What follows belongs to an exercise in optimizing a design on an open flow for small area, a short achievable clock period and few clock cycles per item; a production flow would make more cautious choices.
RTL that was checked went through simulation tests only; none was proved equivalent to the original.
Power and IR drop assume default switching activity.

## tpe_fparse
module tpe_fparse (
    input  wire         clk,
    input  wire         rst,
    input  wire         in_valid,
    input  wire [7:0]   in_data,
    input  wire         in_last,
    output reg          in_ready,
    output reg          out_valid,
    input  wire         out_ready,
    output reg          out_end,
    output wire [7:0]   out_kind,
    output reg          out_success,
    output reg  [31:0]  out_word,
    output wire [15:0]  out_period,
    output reg          out_flag,
    output reg  [103:0] out_temps,
    output reg  [15:0]  out_cursor
);
    localparam [7:0]  SYNC0       = 8'hCA;
    localparam [7:0]  SYNC1       = 8'hFE;
    localparam [15:0] CRC_POLY    = 16'h1021;
    localparam [15:0] CRC_INIT    = 16'hFFFF;
    function [15:0] crc_byte;
        input [15:0] c_in;
        input [7:0]  b;
        reg   [15:0] c;
        integer      i;
        begin
            c = c_in ^ {b, 8'h00};
            for (i = 0; i < 8; i = i + 1)
                c = c[15] ? ((c << 1) ^ CRC_POLY) : (c << 1);
            crc_byte = c;
        end
    endfunction
    reg  [8:0]  fidx;
    reg         rs;
    wire [8:0]  fe = rs ? 9'd0 : fidx;
    reg         hz;            
    wire [5:0]  fsel = {!(rs || hz), fe[4:0]};
    reg  [7:0]  rem;           
    reg         at_last;       
    reg         stopped;       
    reg  [15:0] crc_rx;
    reg  [15:0] crc;
    reg  [2:0]  kind;
    reg         chk;           
    reg  [3:0]  crcgood;       
    reg         lastp;         
    reg         fresh;         
    reg         end_pending;
    reg         end_zero;      
    reg         zq;            
    assign out_kind   = {5'd0, kind};
  ...
Size in the first run: roughly 220 flip-flops, about 0.0088 mm2 of cells after synthesis.
==> flow/config.mk <==
export PLATFORM = sky130hd
export DESIGN_NAME = tpe_fparse
export DESIGN_NICKNAME = tpe_fparse
export VERILOG_FILES = /design/flow/design.v
export SDC_FILE = /design/flow/constraint.sdc
export NUM_CORES = 4
export LEC_CHECK = 0
export ABC_CLOCK_PERIOD_IN_PS = 2000
export CAP_MARGIN = 20
export CORE_MARGIN = 2
export CORE_UTILIZATION = 45
export CTS_CLUSTER_DIAMETER = 100
export CTS_CLUSTER_SIZE = 28
export PLACE_DENSITY = 0.7
export SETUP_SLACK_MARGIN = 2.45
export SLEW_MARGIN = 20
==> flow/constraint.sdc <==
create_clock -name core_clock -period 4.5 [get_ports {clk}]
set_input_delay 0.9000 -clock core_clock [delete_from_list [all_inputs] [get_ports {clk}]]
set_output_delay 0.9000 -clock core_clock [all_outputs]
set_load 0.01 [all_outputs]
standard.sh (not shown) runs the stock make flow with config.mk's settings and CLKGATE_MAP_FILE= SYNTH_SCRIPT=/design/flow/synth_recipe.tcl, a recipe that flattens the netlist after the stock synthesis.
==> flow/flow/run.sh <==
#!/bin/bash
# The standard layout, with plain buf_1 cells as the port buffers.
set -euo pipefail
export BUFFER_PORTS_ARGS="-buffer_cell sky130_fd_sc_hd__buf_1"
bash standard.sh > standard_flow.log 2>&1
Testbench counts at the start, summed over its fixed seeds: cycles 60,390, bytes 59,167.
Next try:
--- a/flow/config.mk
+++ b/flow/config.mk
@@ -10,6 +10,5 @@
 export CORE_MARGIN = 2
-export CORE_UTILIZATION = 45
+export CORE_UTILIZATION = 40
 export CTS_CLUSTER_DIAMETER = 100
 export CTS_CLUSTER_SIZE = 28
-export PLACE_DENSITY = 0.7
 export SETUP_SLACK_MARGIN = 2.45
Total power stays flat; sequential share of layout area fell by 0.43 points; routed wire length rose by 2.1%; global-route usage fell by 1.3 points; sequential cell count stays the same.

* * *

Another version of the RTL of tpe_fparse (not shown whole).
Size in the first run: about 620 cells after synthesis, roughly 220 flip-flops, roughly 190 I/O pins.
Settings: LEC_CHECK=0, CAP_MARGIN=20, CORE_MARGIN=2, CORE_UTILIZATION=40, SLEW_MARGIN=20; clock period 4.5 ns.
run.sh (not shown) runs the stock make flow with config.mk's settings and CLKGATE_MAP_FILE= SYNTH_SCRIPT=/design/flow/synth_recipe.tcl, a recipe that flattens the netlist after the stock synthesis.
Stock flow here: none of the scripts above is used.
Next try:
Settings changed: ABC_CLOCK_PERIOD_IN_PS set to 2000, SETUP_SLACK_MARGIN set to 2.3.
=>
- The changed run completed with no timing, DRC or antenna violations
- global-route usage grows by 0.42 points
- cell count is higher by a few percent
- wire length came out higher by a few percent
- cell area climbs by a few percent
- worst hold slack is worse by 5.4 ps
- power rose by a few percent
No run of this note included a check of the RTL's function; only the layout flow was run.

* * *

yarrow:
Another version of the RTL of tpe_fparse (not shown whole).
For scale: about 620 cells after synthesis, ~0.0088 sq mm of cells after synthesis.
==> flow/config.mk <==
export PLATFORM = sky130hd
export DESIGN_NAME = tpe_fparse
export DESIGN_NICKNAME = tpe_fparse
export VERILOG_FILES = /design/flow/design.v
export SDC_FILE = /design/flow/constraint.sdc
export NUM_CORES = 4
export LEC_CHECK = 0
export ABC_CLOCK_PERIOD_IN_PS = 1500
export CAP_MARGIN = 20
export CORE_MARGIN = 2
export CORE_UTILIZATION = 40
export CTS_CLUSTER_DIAMETER = 100
export CTS_CLUSTER_SIZE = 28
export SETUP_SLACK_MARGIN = 2.3
export SLEW_MARGIN = 20
==> flow/constraint.sdc <==
create_clock -name core_clock -period 4.5 [get_ports {clk}]
set_input_delay 0.9000 -clock core_clock [delete_from_list [all_inputs] [get_ports {clk}]]
set_output_delay 0.9000 -clock core_clock [all_outputs]
set_load 0.01 [all_outputs]
standard.sh (not shown) runs the stock make flow with config.mk's settings and CLKGATE_MAP_FILE= SYNTH_SCRIPT=/design/flow/synth_recipe.tcl, a recipe that flattens the netlist after the stock synthesis.
Scripts as last shown in full above: flow/flow/run.sh
> inputs changed (yarrow -> xenon)
--- a/flow/config.mk
+++ b/flow/config.mk
@@ -8 +8 @@
-export ABC_CLOCK_PERIOD_IN_PS = 1500
+export ABC_CLOCK_PERIOD_IN_PS = 2000
Results
xenon | status: complete | timing, DRC, antenna: pass. Delta (xenon minus yarrow): area of the die roughly the same; first-iteration detailed-routing DRC count barely changed; final wirelength comparable; number of nets in the final layout stayed essentially flat; total chip power level. Maximum number of pins on one net before global-route repair delta (xenon -> yarrow): insignificant. Diff yarrow..xenon | core area | unchanged. Reported for yarrow and xenon, clock network area share turned out identical to the last digit.
No run of this note included a check of the RTL's function; only the layout flow was run.

-- afterwards: timing with drivers on the ports --
In the flow no input, the clock included, has a driving cell. The finished layouts below were timed again as built, in two steps. Step 1: set_driving_cell puts a clkbuf_16 on clk and a buf_2 on each other input, an assumption about the parent block. Step 2 times the ports against the registers' clock, not the clock port: input delays grow and output delays shrink by t, the midpoint of the rising clock arrivals with the driver on. Slacks: ideal ports / drivers / drivers and shift; pairs: ideal ports / drivers.
| run | t (ns) | setup slack, ns | hold WS [ns] | worst setup path at the end |
|---|---|---|---|---|
| the first run of note 1 | 0.504 | 2.422 / 2.376 / 1.992 | 0.482 / 0.482 / 0.482 | input to register |
| the second run of note 1 | 0.496 | 2.485 / 2.448 / 2.109 | 0.456 / 0.456 / 0.456 | input to register |
| the first run of note 2 | 0.544 | 1.165 / 1.144 / 1.104 | 0.436 / 0.436 / 0.436 | input to register |
| the second run of note 2 | 0.552 | 2.124 / 2.076 / 1.658 | 0.431 / 0.431 / 0.431 | input to register |
| yarrow | 0.514 | 2.287 / 2.287 / 1.835 | 0.484 / 0.484 / 0.484 | input to register |
| xenon | 0.514 | 2.287 / 2.287 / 1.835 | 0.484 / 0.484 / 0.484 | input to register |
After both steps setup and hold are still met in every run listed. The setup slack of the second run of note 2, which loses most, moves by -0.048 ns with the drivers and by -0.466 ns with both steps.
